Background: an optimization exercise with open tools, aiming at small area and a short achievable clock period. Do not read the settings as production practice.
In this exercise RTL edits were held to simulation tests only and were not proved equivalent to the original.
No activity file was given, so power comes from the tool's default toggle rates.

==> flow/design.v <==
module mbot_rx_engine (
    input  wire        clk,
    input  wire        rst,
    input  wire        rx_valid,
    input  wire [7:0]  rx_data,
    output wire        rx_ready,
    input  wire        alloc_valid,
    input  wire [7:0]  alloc_handle,
    output wire [7:0]  alloc_index,
    input  wire        discard_all,
    output reg         cb_valid,
    input  wire        cb_ready,
    output reg         cb_first,
    output reg  [7:0]  cb_handle,
    output reg  [1:0]  cb_kind,
    output reg  [31:0] cb_value,
    output reg  [7:0]  cb_len,
    output reg  [7:0]  cb_byte
);
    localparam [2:0] S_PREFIX_A = 3'd0,
                     S_PREFIX_B = 3'd1,
                     S_INDEX    = 3'd2,
                     S_TYPE     = 3'd3,
                     S_PAYLOAD  = 3'd4,
                     S_SUFFIX_A = 3'd5,
                     S_SUFFIX_B = 3'd6,
                     S_TEXTLEN  = 3'd7;
    localparam [1:0] KIND_INT   = 2'd0,
                     KIND_FLOAT = 2'd1,
                     KIND_TEXT  = 2'd2;
    localparam [7:0] IDX_MIN = 8'd2,
                     IDX_MAX = 8'd254;
    reg [2:0] rxs;
    reg [1:0] lcode;        
    reg [7:0] ptr;          
    reg        q_valid, q_first;
    reg [7:0]  q_handle_n;   
    reg [1:0]  q_kind_n;
    reg [31:0] q_value;
    reg [7:0]  q_len;
    reg [7:0]  q_byte;
    reg       rdy;          
    reg       cb_last;      
    reg [7:0] cursor;
    assign rx_ready    = rdy;
    assign alloc_index = cursor;
    wire rx_fire = rx_valid && rdy;
    wire is_text = (q_kind_n == ~KIND_TEXT);
    wire cb_take = q_valid && cb_ready;
    reg [7:0] th [2:254];        
    reg [254:2] tp;              
    reg       al_r;
    reg [7:0] ah_r;
    reg [7:0] cur_r;             
    reg       disc_r, done_r;
    wire [15:0] wlo = 16'd1 << cur_r[3:0];
    wire [15:0] whi = 16'd1 << cur_r[7:4];
    reg [7:0] idx;
    reg [15:0] ilo, ihi;
    reg [254:2] wl, rl;          
    integer k;
    always @(*)
        for (k = 2; k < 255; k = k + 1) begin
            wl[k] = al_r & whi[k / 16] & wlo[k % 16];
            rl[k] = ihi[k / 16] & ilo[k % 16];
        end
    reg [7:0] gh_rd [0:15];
    reg       gp_rd [0:15];
    integer j, h;
    always @(*) begin
        for (h = 0; h < 16; h = h + 1) begin
            gh_rd[h] = 8'd0;
            gp_rd[h] = 1'b0;
            for (j = 0; j < 16; j = j + 1)
                if (16 * h + j >= 2 && 16 * h + j < 255) begin
                    gh_rd[h] = gh_rd[h] | ({8{ilo[j]}} & th[16 * h + j]);
                    gp_rd[h] = gp_rd[h] | (ilo[j] & tp[16 * h + j]);
                end
        end
    end
    wire trk_wait = al_r && (cur_r == idx);      
    wire trk_cur  = (cursor == idx);             
    wire known_tag = (rx_data >= 8'h01) && (rx_data <= 8'h06);
    wire [7:0] nlen = {5'd0, lcode == 2'd2, lcode == 2'd1, lcode == 2'd0};
    wire pay_last  = (ptr == (is_text ? q_len : nlen));
    wire st_pay    = (rxs == S_PAYLOAD);
    wire pay_fire  = rx_fire && st_pay;
    wire type_fire = rx_fire && (rxs == S_TYPE) && known_tag;
    wire frame_done = rx_fire && (rxs == S_SUFFIX_B) && (rx_data == 8'h0A);
    reg [7:0] hd_q;
    reg       pd_q;
    reg [7:0] ga_h [0:15];
    reg [15:0] ga_p;
    reg [15:0] ga_sel;
    reg       ga_new, ga_wait, ga_clr;
    reg [7:0] ga_nh, ga_wh;
    wire      clr     = discard_all || frame_done;
    wire      new_idx = alloc_valid && trk_cur;
    reg [7:0] ga_hs;
    always @(*) begin
        ga_hs = 8'd0;
        for (h = 0; h < 16; h = h + 1)
            ga_hs = ga_hs | ({8{ga_sel[h]}} & ga_h[h]);
    end
    wire [7:0] v1_h = ga_new ? ga_nh : ga_wait ? ga_wh : ga_hs;
    wire       v1_p = ga_new || (ga_wait ? !ga_clr : |(ga_p & ga_sel));
    always @(posedge clk) begin
        for (h = 0; h < 16; h = h + 1) begin
            ga_h[h] <= gh_rd[h];
            ga_p[h] <= gp_rd[h] && !disc_r && !done_r && !clr;
        end
        ga_sel <= ihi;
        ga_new  <= new_idx;
        ga_nh   <= alloc_handle;
        ga_wait <= trk_wait;
        ga_wh   <= ah_r;
        ga_clr  <= clr;
        hd_q <= new_idx ? alloc_handle : v1_h;
        pd_q <= new_idx || (!clr && v1_p);
    end
    wire frame_hit  = frame_done && pd_q;
    always @(posedge clk) begin
        if (rst) begin
            rxs <= S_PREFIX_A;
        end else if (rx_fire) begin
            case (rxs)
                S_PREFIX_A: if (rx_data == 8'hFF) rxs <= S_PREFIX_B;
                S_PREFIX_B: rxs <= (rx_data == 8'h55) ? S_INDEX : S_PREFIX_A;
                S_INDEX:    rxs <= S_TYPE;
                S_TYPE: begin
                    if (!known_tag)             rxs <= S_PREFIX_A;
                    else if (rx_data == 8'h04)  rxs <= S_TEXTLEN;
                    else                        rxs <= S_PAYLOAD;
                end
                S_TEXTLEN:  rxs <= (rx_data == 8'd0) ? S_SUFFIX_A : S_PAYLOAD;
                S_PAYLOAD:  if (pay_last) rxs <= S_SUFFIX_A;
                S_SUFFIX_A: rxs <= (rx_data == 8'h0D) ? S_SUFFIX_B : S_PREFIX_A;
                default:    rxs <= S_PREFIX_A;
            endcase
        end
    end
    wire idx_byte = rx_fire && (rxs == S_INDEX);
    always @(posedge clk) begin
        if (idx_byte) begin
            idx <= rx_data;
            ilo <= 16'd1 << rx_data[3:0];
            ihi <= 16'd1 << rx_data[7:4];
        end
    end
    reg [1:0] kind_d;
    always @(*) begin
        case (rx_data[2:0])
            3'd1, 3'd3, 3'd6: kind_d = KIND_INT;
            3'd4:             kind_d = KIND_TEXT;
            default:          kind_d = KIND_FLOAT;
        endcase
    end
    always @(posedge clk) begin
        if (type_fire) begin
            q_kind_n <= ~kind_d;
            case (rx_data[2:0])
                3'd1:    lcode <= 2'd0;
                3'd3:    lcode <= 2'd1;
                default: lcode <= 2'd2;
            endcase
        end
    end
    always @(posedge clk) begin
        if (type_fire)
            q_len <= 8'd0;
        else if (len_fire)
            q_len <= rx_data;
    end
    wire len_fire = rx_fire && (rxs == S_TEXTLEN);
    wire [3:0] val_we;
    genvar g;
    generate
        for (g = 0; g < 4; g = g + 1) begin : g_val
            assign val_we[g] = pay_fire && !is_text && ptr == g + 1;
            always @(posedge clk) begin
                if (type_fire)
                    q_value[8*g+7:8*g] <= 8'd0;
                else if (val_we[g])
                    q_value[8*g+7:8*g] <= rx_data;
            end
        end
    endgenerate
    reg [7:0] tb [0:255];
    reg  [15:0] sel_q, sel_r;
    wire [7:0]  lm1 = rx_data - 8'd1;           
    always @(posedge clk)
        if (rx_fire && rxs == S_TEXTLEN) begin
            sel_q <= 16'd1 << lm1[7:4];
            sel_r <= 16'd1 << lm1[3:0];
        end
    wire [15:0] ent  = st_pay ? sel_r : 16'd0;
    reg  [7:0]  tap0, tap1;
    always @(*) begin
        tap0 = 8'd0;
        tap1 = 8'd0;
        for (j = 0; j < 16; j = j + 1) begin
            tap0 = tap0 | ({8{sel_q[j]}} & tb[240 - 16 * j]);
            tap1 = tap1 | ({8{sel_q[j]}} & tb[241 - 16 * j]);
        end
    end
    wire [7:0] tap = frame_hit ? tap0 : tap1;
    wire tb_shift    = pay_fire || (cb_take && !q_first);
    generate
        for (g = 0; g < 256; g = g + 1) begin : g_tb
            always @(posedge clk)
                if (tb_shift) begin
                    if (g == 255)
                        tb[g] <= rx_data;
                    else if (g >= 240 && ent[g % 16])
                        tb[g] <= rx_data;
                    else
                        tb[g] <= tb[(g + 1) % 256];
                end
        end
    endgenerate
    wire hdr_end = !is_text || (q_len == 8'd0);
    always @(posedge clk) begin
        if (type_fire)
            ptr <= 8'd1;
        else if (pay_fire || (cb_take && !q_first))
            ptr <= ptr + 8'd1;
        else if (frame_hit)
            ptr <= 8'd2;
    end
    always @(posedge clk) begin
        if (rst) begin
            q_valid <= 1'b0;
            rdy      <= 1'b1;
        end else if (frame_hit) begin
            q_valid <= 1'b1;
            rdy      <= 1'b0;
        end else if (cb_take && (q_first ? hdr_end : cb_last)) begin
            q_valid <= 1'b0;
            rdy      <= 1'b1;
        end
    end
    always @(posedge clk) begin
        if (frame_hit) begin
            q_first  <= 1'b1;
            q_handle_n <= ~hd_q;
            q_byte   <= tap;
            cb_last   <= (q_len == 8'd1);
        end else if (cb_take) begin
            q_first <= 1'b0;
            if (!q_first) begin
                q_byte <= tap;
                cb_last <= pay_last;
            end
        end
    end
    always @(posedge clk) begin
        if (rst)
            cursor <= IDX_MIN;
        else if (alloc_valid)
            cursor <= (cursor == IDX_MAX) ? IDX_MIN : cursor + 8'd1;
    end
    always @(posedge clk) begin
        al_r   <= alloc_valid && !rst;
        ah_r   <= alloc_handle;
        cur_r  <= cursor;
        disc_r <= discard_all;
        done_r <= frame_done;
    end
    generate
        for (g = 2; g < 255; g = g + 1) begin : g_tbl
            always @(posedge clk)
                if (wl[g])
                    th[g] <= ah_r;
            always @(posedge clk) begin
                if (rst)
                    tp[g] <= 1'b0;
                else if (wl[g])
                    tp[g] <= 1'b1;
                else if (disc_r || (done_r && rl[g]))
                    tp[g] <= 1'b0;
            end
        end
    endgenerate
    wire byte_ld = frame_hit || (cb_take && !q_first);
    wire end_ev  = cb_take && (q_first ? hdr_end : cb_last);
    always @(posedge clk) begin
        cb_valid  <= rst ? 1'b0 : frame_hit ? 1'b1 : end_ev ? 1'b0 : q_valid;
        cb_first  <= frame_hit ? 1'b1 : cb_take ? 1'b0 : q_first;
        cb_handle <= frame_hit ? hd_q : ~q_handle_n;
        cb_byte   <= byte_ld ? tap : q_byte;
        cb_kind   <= type_fire ? kind_d : ~q_kind_n;
        cb_len    <= type_fire ? 8'd0 : len_fire ? rx_data : q_len;
        cb_value  <= type_fire ? 32'd0 :
                     {val_we[3] ? rx_data : q_value[31:24],
                      val_we[2] ? rx_data : q_value[23:16],
                      val_we[1] ? rx_data : q_value[15:8],
                      val_we[0] ? rx_data : q_value[7:0]};
    end
endmodule
==> flow/config.mk <==
export PLATFORM = sky130hd
export DESIGN_NAME = mbot_rx_engine
export DESIGN_NICKNAME = mbot_rx_engine
export VERILOG_FILES = /design/flow/design.v
export SDC_FILE = /design/flow/constraint.sdc
export NUM_CORES = 4
export LEC_CHECK = 0
export CAP_MARGIN = 20
export CORE_MARGIN = 2
export CORE_UTILIZATION = 40
export CTS_CLUSTER_DIAMETER = 100
export CTS_CLUSTER_SIZE = 20
export PLACE_DENSITY = 0.55
export SETUP_SLACK_MARGIN = 3.75
export SLEW_MARGIN = 20
==> flow/constraint.sdc <==
create_clock -name core_clock -period 6.5 [get_ports {clk}]
set_input_delay 1.3000 -clock core_clock [delete_from_list [all_inputs] [get_ports {clk}]]
set_output_delay 1.3000 -clock core_clock [all_outputs]
set_load 0.01 [all_outputs]
run.sh (not shown) runs the stock make flow with config.mk's settings and CLKGATE_MAP_FILE= SYNTH_SCRIPT=/design/flow/synth_recipe.tcl, a recipe that flattens the netlist after the stock synthesis.
The baseline passed the timing, design-rule and antenna checks.
Edit:
--- a/flow/design.v
+++ b/flow/design.v
@@ -53,7 +53,6 @@
     reg [7:0] ah_r;
     reg [7:0] cur_r;             
+    reg [15:0] wlo, whi;         
     reg       disc_r, done_r;
-    wire [15:0] wlo = 16'd1 << cur_r[3:0];
-    wire [15:0] whi = 16'd1 << cur_r[7:4];
     reg [7:0] idx;
     reg [15:0] ilo, ihi;
@@ -62,5 +61,5 @@
     always @(*)
         for (k = 2; k < 255; k = k + 1) begin
-            wl[k] = al_r & whi[k / 16] & wlo[k % 16];
+            wl[k] = whi[k / 16] & wlo[k % 16];
             rl[k] = ihi[k / 16] & ilo[k % 16];
         end
@@ -264,4 +263,6 @@
         ah_r   <= alloc_handle;
         cur_r  <= cursor;
+        wlo    <= 16'd1 << cursor[3:0];
+        whi    <= (alloc_valid && !rst) ? 16'd1 << cursor[7:4] : 16'd0;
         disc_r <= discard_all;
         done_r <= frame_done;
Routed wire length is higher by 2.0%.
Total power is lower by 1.1%.
Core utilization is lower by 0.16 points.
Synthesized cell count hardly moves.
Register-to-register slack improves by 0.098 ns.
Via count is lower by about 0.7%.
Fmax is higher by 3.3%.
Critical path depth is higher by 3.
Worst setup slack improves by 0.098 ns.
Count of clock-buffer cells in the layout is higher by 20.
Global-route usage is higher by 0.23 points.
Sequential power hardly moves.
Area after synthesis is higher by about 1.4%.

==> what the ideal ports hide <==
The flow's constraints put no driver on any port. The routed layouts listed below were extracted and timed again, unchanged, in two steps.
Step 1: set_driving_cell puts a clkbuf_16 on clk and a buf_2 on each other input, an assumption about the parent block.
Step 2 times the ports against the registers' clock, not the clock port: input delays grow and output delays shrink by t, the midpoint of the rising clock arrivals with the driver on.
a / b / c = ideal ports / drivers / drivers and shift; a / b = the first two.
run | t (ns) | setup slack, ns | worst hold slack (ns) | slew at the worst register clock pin (ns) | pins driven straight from the clock port
the first run | 0.984 | 3.482 / 3.482 / 2.744 | 0.401 / 0.401 / 0.401 | 0.09 / 0.09 | 1
the second run | 1.030 | 3.580 / 3.580 / 2.689 | 0.399 / 0.399 / 0.399 | 0.09 / 0.09 | 1
After both steps setup and hold are still met in every run listed. The setup slack of the second run, which loses most, moves by 0.000 ns with the drivers and by -0.891 ns with both steps.
